Context: an optimization exercise on an open-source flow, tuned for small area, a short achievable clock period and few clock cycles per item. The choices shown serve that exercise and are no tape-out recipe.
In this exercise RTL edits were held to simulation tests only and were not proved equivalent to the original.
No activity file was given, so power comes from the tool's default toggle rates.

$ cat config.mk
export PLATFORM = sky130hd
export DESIGN_NAME = ltpf_pitch_detect
export DESIGN_NICKNAME = ltpf_pitch_detect
export VERILOG_FILES = /design/flow/design.v
export SDC_FILE = /design/flow/constraint.sdc
export NUM_CORES = 4
export LEC_CHECK = 0
export CAP_MARGIN = 20
export CORE_MARGIN = 2
export CORE_UTILIZATION = 30
export PLACE_DENSITY = 0.45
export SETUP_SLACK_MARGIN = 0.5
export SLEW_MARGIN = 20
$ cat constraint.sdc
create_clock -name core_clock -period 20.5 [get_ports {clk}]
set_input_delay 4.1000 -clock core_clock [delete_from_list [all_inputs] [get_ports {clk}]]
set_output_delay 4.1000 -clock core_clock [all_outputs]
set_load 0.01 [all_outputs]
$ cat design.v
module ltpf_seqmul #(
    parameter AW = 74,
    parameter BW = 37
) (
    input  wire               clk,
    input  wire               rst,
    input  wire               start,
    input  wire [AW-1:0]      a,
    input  wire [BW-1:0]      b,
    output reg                done,
    output reg  [AW+BW-1:0]   p
);
    reg [AW+BW-1:0] mcand;
    reg [BW-1:0]    mplier;
    reg [6:0]       count;
    reg             running;
    always @(posedge clk) begin
        if (rst) begin
            mcand   <= 0;
            mplier  <= 0;
            count   <= 0;
            running <= 1'b0;
            done    <= 1'b0;
            p       <= 0;
        end else begin
            done <= 1'b0;
            if (start) begin
                mcand   <= {{BW{1'b0}}, a};
                mplier  <= b;
                p       <= 0;
                count   <= 0;
                running <= 1'b1;
            end else if (running) begin
                if (mplier[0])
                    p <= p + mcand;
                mcand  <= mcand << 1;
                mplier <= mplier >> 1;
                count  <= count + 1'b1;
                if (count == BW - 1) begin
                    running <= 1'b0;
                    done    <= 1'b1;
                end
            end
        end
    end
endmodule
module ltpf_pitch_detect (
    input  wire               clk,
    input  wire               rst,
    input  wire               in_valid,
    input  wire signed [15:0] in_data,
    input  wire               start,
    input  wire               dt,
    output wire               ready,
    output reg                done,
    output reg                present,
    output reg         [6:0]  lag,
    output reg  signed [37:0] corr,
    output reg         [36:0] energy0,
    output reg         [36:0] energy_lag
);
    localparam Z6 = 178;
    localparam S_IDLE = 3'd0;
    localparam S_E0   = 3'd1;
    localparam S_LAG  = 3'd2;
    localparam S_FIN  = 3'd3;
    localparam S_OUT  = 3'd4;
    localparam F_P1  = 3'd0;   
    localparam F_P2  = 3'd1;   
    localparam F_L   = 3'd2;   
    localparam F_R   = 3'd3;   
    localparam F_Q   = 3'd4;   
    localparam F_END = 3'd5;
    reg [2:0] state;
    reg [2:0] fstep;
    reg       fkick;
    reg [Z6*16-1:0] hist;
    reg       big;       
    reg [6:0] j;
    reg [6:0] i;
    reg [6:0] prev_lag;
    wire [6:0] n     = big ? 7'd64 : 7'd48;
    wire [6:0] n_m1  = n - 7'd1;
    wire [7:0] addr_a = 8'd178 - {1'b0, n} + {1'b0, j};
    wire [7:0] addr_b = 8'd161 - {1'b0, n} + {1'b0, j} - {1'b0, i};
    wire signed [15:0] xa = hist[addr_a*16 +: 16];
    wire signed [15:0] xb = hist[addr_b*16 +: 16];
    wire signed [31:0] prod_ab = xa * xb;
    wire signed [31:0] prod_aa = xa * xa;
    wire signed [31:0] prod_bb = xb * xb;
    reg  signed [37:0] e0_acc;
    reg  signed [37:0] r_acc;
    reg  signed [37:0] el_acc;
    wire signed [37:0] r_fin  = r_acc  + {{6{prod_ab[31]}}, prod_ab};
    wire signed [37:0] el_fin = el_acc + {{6{prod_bb[31]}}, prod_bb};
    wire signed [8:0]  wgt    = 9'sd194 - $signed({2'b00, i});
    wire signed [46:0] c_fin  = r_fin * wgt;
    wire [6:0] k0 = (prev_lag >= 7'd4)  ? prev_lag - 7'd4 : 7'd0;
    wire [6:0] k1 = (prev_lag >= 7'd93) ? 7'd97 : prev_lag + 7'd4;
    reg signed [46:0] best_c;
    reg        [6:0]  i1, i2;
    reg signed [37:0] r1, r2;
    reg        [36:0] el1, el2;
    reg [73:0]  p1, p2;
    reg [110:0] lhs, rhs;
    reg         pick_g;
    reg         pres_sel;
    wire pos1 = (r1 > 0);
    wire pos2 = (r2 > 0);
    wire signed [37:0] r_sel  = pick_g ? r1  : r2;
    wire        [36:0] el_sel = pick_g ? el1 : el2;
    wire        [6:0]  i_sel  = pick_g ? i1  : i2;
    wire        [73:0] p_sel  = pick_g ? p1  : p2;
    wire [36:0] r1_mag = r1[37] ? 37'd0 : r1[36:0];
    wire [36:0] r2_mag = r2[37] ? 37'd0 : r2[36:0];
    reg          mul_start;
    reg  [73:0]  mul_a;
    reg  [36:0]  mul_b;
    wire         mul_done;
    wire [110:0] mul_p;
    ltpf_seqmul #(.AW(74), .BW(37)) u_mul (
        .clk   (clk),
        .rst   (rst),
        .start (mul_start),
        .a     (mul_a),
        .b     (mul_b),
        .done  (mul_done),
        .p     (mul_p)
    );
    wire [119:0] lhs_k = lhs * 120'd400;
    wire [119:0] rhs_k = rhs * 120'd289;
    wire [119:0] ps_k  = p_sel * 120'd25;
    wire [119:0] q_k   = mul_p * 120'd9;
    assign ready = (state == S_IDLE);
    always @(posedge clk) begin
        if (rst) begin
            state      <= S_IDLE;
            fstep      <= F_P1;
            fkick      <= 1'b0;
            hist       <= 0;
            big        <= 1'b0;
            j          <= 0;
            i          <= 0;
            prev_lag   <= 0;
            e0_acc     <= 0;
            r_acc      <= 0;
            el_acc     <= 0;
            best_c     <= 0;
            i1         <= 0;
            i2         <= 0;
            r1         <= 0;
            r2         <= 0;
            el1        <= 0;
            el2        <= 0;
            p1         <= 0;
            p2         <= 0;
            lhs        <= 0;
            rhs        <= 0;
            pick_g     <= 1'b0;
            pres_sel   <= 1'b0;
            mul_start  <= 1'b0;
            mul_a      <= 0;
            mul_b      <= 0;
            done       <= 1'b0;
            present    <= 1'b0;
            lag        <= 0;
            corr       <= 0;
            energy0    <= 0;
            energy_lag <= 0;
        end else begin
            done      <= 1'b0;
            mul_start <= 1'b0;
            case (state)
                S_IDLE: begin
                    if (in_valid)
                        hist <= {in_data, hist[Z6*16-1:16]};
                    if (start) begin
                        big    <= dt;
                        j      <= 0;
                        i      <= 0;
                        e0_acc <= 0;
                        r_acc  <= 0;
                        el_acc <= 0;
                        state  <= S_E0;
                    end
                end
                S_E0: begin
                    e0_acc <= e0_acc + {{6{prod_aa[31]}}, prod_aa};
                    if (j == n_m1) begin
                        j     <= 0;
                        state <= S_LAG;
                    end else begin
                        j <= j + 1'b1;
                    end
                end
                S_LAG: begin
                    if (j == n_m1) begin
                        if (i == 0 || c_fin > best_c) begin
                            best_c <= c_fin;
                            i1     <= i;
                            r1     <= r_fin;
                            el1    <= el_fin[36:0];
                        end
                        if (i >= k0 && i <= k1) begin
                            if (i == k0 || r_fin > r2) begin
                                i2  <= i;
                                r2  <= r_fin;
                                el2 <= el_fin[36:0];
                            end
                        end
                        r_acc  <= 0;
                        el_acc <= 0;
                        j      <= 0;
                        if (i == 7'd97) begin
                            fstep <= F_P1;
                            fkick <= 1'b1;
                            state <= S_FIN;
                        end else begin
                            i <= i + 1'b1;
                        end
                    end else begin
                        r_acc  <= r_fin;
                        el_acc <= el_fin;
                        j      <= j + 1'b1;
                    end
                end
                S_FIN: begin
                    if (fkick) begin
                        fkick     <= 1'b0;
                        mul_start <= 1'b1;
                        case (fstep)
                            F_P1: begin mul_a <= {37'd0, r1_mag}; mul_b <= r1_mag; end
                            F_P2: begin mul_a <= {37'd0, r2_mag}; mul_b <= r2_mag; end
                            F_L:  begin mul_a <= p2;              mul_b <= el1;    end
                            F_R:  begin mul_a <= p1;              mul_b <= el2;    end
                            default: begin mul_a <= {37'd0, e0_acc[36:0]}; mul_b <= el_sel; end
                        endcase
                    end else if (mul_done) begin
                        fkick <= 1'b1;
                        case (fstep)
                            F_P1: begin p1 <= mul_p[73:0]; fstep <= F_P2; end
                            F_P2: begin p2 <= mul_p[73:0]; fstep <= F_L;  end
                            F_L:  begin lhs <= mul_p;      fstep <= F_R;  end
                            F_R: begin
                                rhs   <= mul_p;
                                fstep <= F_END;
                                fkick <= 1'b0;
                            end
                            default: begin
                                pres_sel <= (r_sel > 0) && (ps_k > q_k);
                                fkick   <= 1'b0;
                                state   <= S_OUT;
                            end
                        endcase
                    end else if (fstep == F_END) begin
                        pick_g <= !pos2 || (pos1 && (lhs_k <= rhs_k));
                        fstep  <= F_Q;
                        fkick  <= 1'b1;
                    end
                end
                S_OUT: begin
                    prev_lag   <= i_sel;
                    present    <= pres_sel;
                    lag        <= i_sel + 7'd17;
                    corr       <= r_sel;
                    energy0    <= e0_acc[36:0];
                    energy_lag <= el_sel;
                    done       <= 1'b1;
                    state      <= S_IDLE;
                end
                default: state <= S_IDLE;
            endcase
        end
    end
endmodule
$ cat run.sh
#!/bin/bash
# synth_recipe.tcl (not shown) runs the flow's synth.tcl, then flattens the netlist and writes it again
# the make line also repeats each setting of config.mk as NAME=value (left out here)
make -C /OpenROAD-flow-scripts/flow DESIGN_CONFIG=/design/flow/config.mk WORK_HOME=/design/flow/orfs CLKGATE_MAP_FILE= SYNTH_SCRIPT=/design/flow/synth_recipe.tcl finish
==> notes.md <==
-- cells in the mapped netlist (143+ instances only) --
cell type and count:
nor3_1 192, buf_2 275, inv_1 2949, ha_1 2024, xnor2_1 478, nor2_1 1403, mux4_2 1776, o21ai_0 624
fa_1 1256, mux2_2 143, a21oi_1 4665, mux2i_1 379, dfxtp_1 4073, a211oi_1 166, nor2b_1 187, clkbuf_1 1801
nand2_1 8106, nand4_1 235, o21bai_1 143, nand3_1 158, a21o_1 457, a22oi_1 176, xor2_1 283
-- through the flow --
stage / worst slack, ns / instance area (um2)
4_1_cts: 0.502 / 322000
3_3_place_gp: -0.495 / 305000
6_report: 1.36 / 324000
5_1_grt: 0.431 / 324000
2_1_floorplan: 0.913 / 288000
3_5_place_dp: -0.184 / 305000
-- flip-flops by register name, indices dropped and copies added, names as in the netlist, 38 cells and up --
name and count:
best_c 47, corr 38, hist 2848, lhs 111
mul_a 74, p1 74, p2 74, r1 38
r2 38, r_acc 38, rhs 111, u_mul.mcand 111
u_mul.p 111
-- report_power, final --
group / leakage (nW) / total [mW] / internal (mW) / switching, mW
logic: 86.2 / 7.19 / 2.73 / 4.46
clock network: 8.23 / 9.15 / 5.40 / 3.76
registers: 32.8 / 7.95 / 7.92 / 0.0266
-- cell families (layout without fill, tap and decap cells) --
| logic type | after synthesis | after routing | synth area share [%] |
|---|---|---|---|
| compound gates | 7030 | 7030 | 14.0 |
| mux | 2298 | 2298 | 15.8 |
| xor+xnor | 764 | 764 | 2.34 |
| buf+inv | 5125 | 4992 | 6.82 |
| flops | 4073 | 4073 | 28.4 |
| fa+ha+maj | 3280 | 3280 | 17.5 |
| simple gates | 10823 | 10823 | 15.2 |
| other cells | 0 | 20 | 0 |
-- layer usage --
layer | share of wire (%) | up-vias | wire (um)
met5 | 0.0067 | - | 68
met4 | 2.6 | 10 | 26700
met3 | 6.1 | 1051 | 62100
met2 | 44 | 6739 | 444000
met1 | 47 | 118785 | 478000
li1 | - | 112747 | -
-- area by class of cell --
type / instances / area (um2)
Inverter: 2968 / 11100
Tap cell: 12635 / 15800
Clock inverter: 162 / 1970
Fill cell: 98483 / 632000
Multi-Input combinational cell: 24195 / 188000
Sequential cell: 4073 / 81600
Antenna cell: 20 / 50.0
Clock buffer: 732 / 14700
Timing Repair Buffer: 1130 / 10900
-- how the worst min path moves through the flow --
stage / startpoint / end / slack, ns / cells past startpoint
4_1_cts: hist[1872] / hist[1856] / 0.27 / 2
3_3_place_gp: i2[3] / i2[3] / 0.44 / 2
6_report: hist[1808] / hist[1792] / 0.30 / 2
3_5_place_dp: best_c[40] / best_c[40] / 0.44 / 2
5_1_grt: hist[1713] / hist[1697] / 0.31 / 2
2_1_floorplan: i1[3] / i1[3] / 0.43 / 2
-- repair_timing --
item                                    CTS  global route
buffers inserted                         22            50
endpoints found under the setup margin  129           129
pin swaps                                 3            16
gates resized for setup                  15           104
cloned                                    1            15
-- cells in the final DEF (no fill, tap or decap), types with 71 or more instances in the layout --
| cell type | synthesis | layout |
|---|---|---|
| clkbuf_8 | 0 | 132 |
| nand3_1 | 158 | 157 |
| a221oi_1 | 91 | 88 |
| inv_1 | 2949 | 2946 |
| a22oi_1 | 176 | 176 |
| a21oi_1 | 4665 | 4656 |
| a31oi_1 | 86 | 79 |
| a211oi_1 | 166 | 161 |
| a21o_1 | 457 | 457 |
| and2_1 | 97 | 93 |
| clkbuf_1 | 1801 | 98 |
| nand4_1 | 235 | 235 |
| buf_12 | 0 | 112 |
| nor2_1 | 1403 | 1400 |
| xnor2_1 | 478 | 463 |
| xor2_1 | 283 | 277 |
| nand2b_1 | 122 | 121 |
| and3_1 | 74 | 71 |
| mux2_2 | 143 | 143 |
| o21ai_0 | 624 | 598 |
| nand2_1 | 8106 | 8098 |
| nor3_1 | 192 | 184 |
| dfxtp_1 | 4073 | 4062 |
| clkdlybuf4s50_1 | 0 | 141 |
| buf_4 | 7 | 828 |
| mux4_2 | 1776 | 1776 |
| o21a_1 | 105 | 105 |
| mux2i_1 | 379 | 368 |
| clkinv_2 | 0 | 82 |
| fa_1 | 1256 | 1255 |
| clkbuf_16 | 0 | 517 |
| ha_1 | 2024 | 2020 |
| nor2b_1 | 187 | 184 |
| o21bai_1 | 143 | 142 |
-- critical path, delay by kind of cell (launching register included) --
kind | cells | cell delay [ns]
DFF | 1 | 0.35
buffers and inverters | 18 | 2.40
and+or+nand+nor | 15 | 2.04
AOI/OAI and AO/OA | 31 | 5.49
adders and majority gates | 17 | 7.24
muxes | 2 | 0.44
xor gates and xnor gates | 3 | 0.93
==> flow_metrics.env <==
export IMPL_status="finished clean"
export IMPL_synth_largest_area_cell="dfxtp_1"
export IMPL_grtUsageMet2_pct=31.0
export IMPL_powerDensity_nw_per_um2=75.0
export IMPL_maxCapViolCount=0
export IMPL_overflow=0
export IMPL_worstHoldPathType="reg -> reg"
export IMPL_drt_pass1_iter_count=6
export IMPL_fp_row_count=359
export IMPL_critPathLaunch="j[1]"
export IMPL_antenna_found_initial=66
export IMPL_drt_iter0_markers=20877
export IMPL_ant_nets=0
export IMPL_clk_pin_slew_ns=0.06
export IMPL_post_route_util_pct=33.9
export IMPL_start_util_pct=30.1
export IMPL_reg2reg_slack_ns=1.36
export IMPL_cp_data_arrival_time_ns=20.03
export IMPL_met3_usage_pct=3.04
export IMPL_ys_seq_area_share_pct=28.4
export IMPL_core_um2=955000
export IMPL_critical_path_class="reg -> reg"
export IMPL_peakVddDrop_uv=119
export IMPL_synthTopCellsByArea="dfxtp_1 (28%), mux4_2 (14%), nand2_1 (11%)"
export IMPL_grt_util_met1_pct=29.5
export IMPL_skew_ns=0.225
export IMPL_cts_root_buf="clkbuf_16"
export IMPL_place_inst=44911
export IMPL_end_kind="flip-flop"
export IMPL_synthToLayoutAreaGrowth_pct=12.6
export IMPL_wire_per_inst_um=22.0
export IMPL_grt_pass1_vias=231125
export IMPL_finalNetCount=36169
export IMPL_rsz0062_at_grt="false"
export IMPL_vias=239332
export IMPL_crit_slowest_cell="fa_4"
export IMPL_io_pins=143
export IMPL_path_max_fanout=17
export IMPL_die_x_um=983
export IMPL_clk_path_buf_depth=5
export IMPL_start_kind="flip-flop"
export IMPL_yosys_register_bits=4073
export IMPL_cp_endpoint="r1[36]"
export IMPL_portBuffers=142
export IMPL_tightest_slew_ns=1.30
export IMPL_cts_sinks=4073
export IMPL_yosys_area_top_type_share_pct=28.4
export IMPL_setup_viol=0
export IMPL_insertion_delay_ns=1.13
export IMPL_grt_busiest_layer="met2"
export IMPL_critPathMaxStageDelay_ns=0.98
export IMPL_synth_nets=36694
export IMPL_ys_flop_type="dfxtp_1"
export IMPL_power_mw=24.3
export IMPL_grt_use_total_pct=20.1
export IMPL_fin_crit_ns=19.14
export IMPL_die_y_um=983
export IMPL_leakage_nw=127
export IMPL_cts_hold_buf=0
export IMPL_ys_types=118
export IMPL_vias_per_cell=5.21
export IMPL_clock_fmax_ghz=0.0522
export IMPL_reg2reg_depth=86
export IMPL_fin_crit_sh_pct=93.4
export IMPL_crit_top_cell="inv_1"
export IMPL_yosys_warnings=2
export IMPL_drive_gt1_share_pct=12.0
export IMPL_cts_made_buffers=500
export IMPL_h_tree_depth=5
export IMPL_synth_edf_count=0
export IMPL_r2r_end="r1[36]"
export IMPL_syn_avg_cell_area_um2=8.61
export IMPL_reg2reg_from="j[1]"
export IMPL_crit_required_ns=21.39
export IMPL_netlist_instances=33393
export IMPL_slew_viol_final=0
export IMPL_hold_viol_final=0
export IMPL_drc=0
export IMPL_final_cells=45915
export IMPL_synthArstFlopShare_pct=0
export IMPL_grt_max_degree=210
export IMPL_relSlewSlack_pct=13.5
export IMPL_tns_ns=0
export IMPL_gp_congestion=0.898
export IMPL_cts_tree="built"
export IMPL_place_hpwl_mm=725
export IMPL_routed_wirelength_mm=1010
export IMPL_hold_slack_ns=0.303
export IMPL_die_area_um2=967000
export IMPL_syn_cell_area_um2=288000
export IMPL_grt_first_pass_wirelength_mm=1510
Testbench counts, summed over its fixed seeds: cycles 1,171,584, frames 192.

==> afterwards: timing with drivers on the ports <==
In the flow no input, the clock included, has a driving cell. The finished layout below was timed again as built, in two steps.
Step 1 sets driving cells, clkbuf_16 on the clock port and buf_2 on the other inputs (assumed; they add their load-dependent delay and slew).
Step 2 also shifts input and output timing later by t, the mid clock arrival at the registers, as if the neighbouring blocks saw the same clock.
a / b / c = no drivers / after step 1 / after step 2; a / b = the first two.
t (ns): 1.168
setup WS [ns]: 1.360 / 1.360 / 1.360
worst hold slack (ns): 0.303 / 0.303 / 0.303
latest minus earliest clock arrival (ns): 0.233 / 0.233
After both steps setup and hold are still met in this run. The setup slack of this run moves by 0.000 ns with the drivers and by 0.000 ns with both steps.
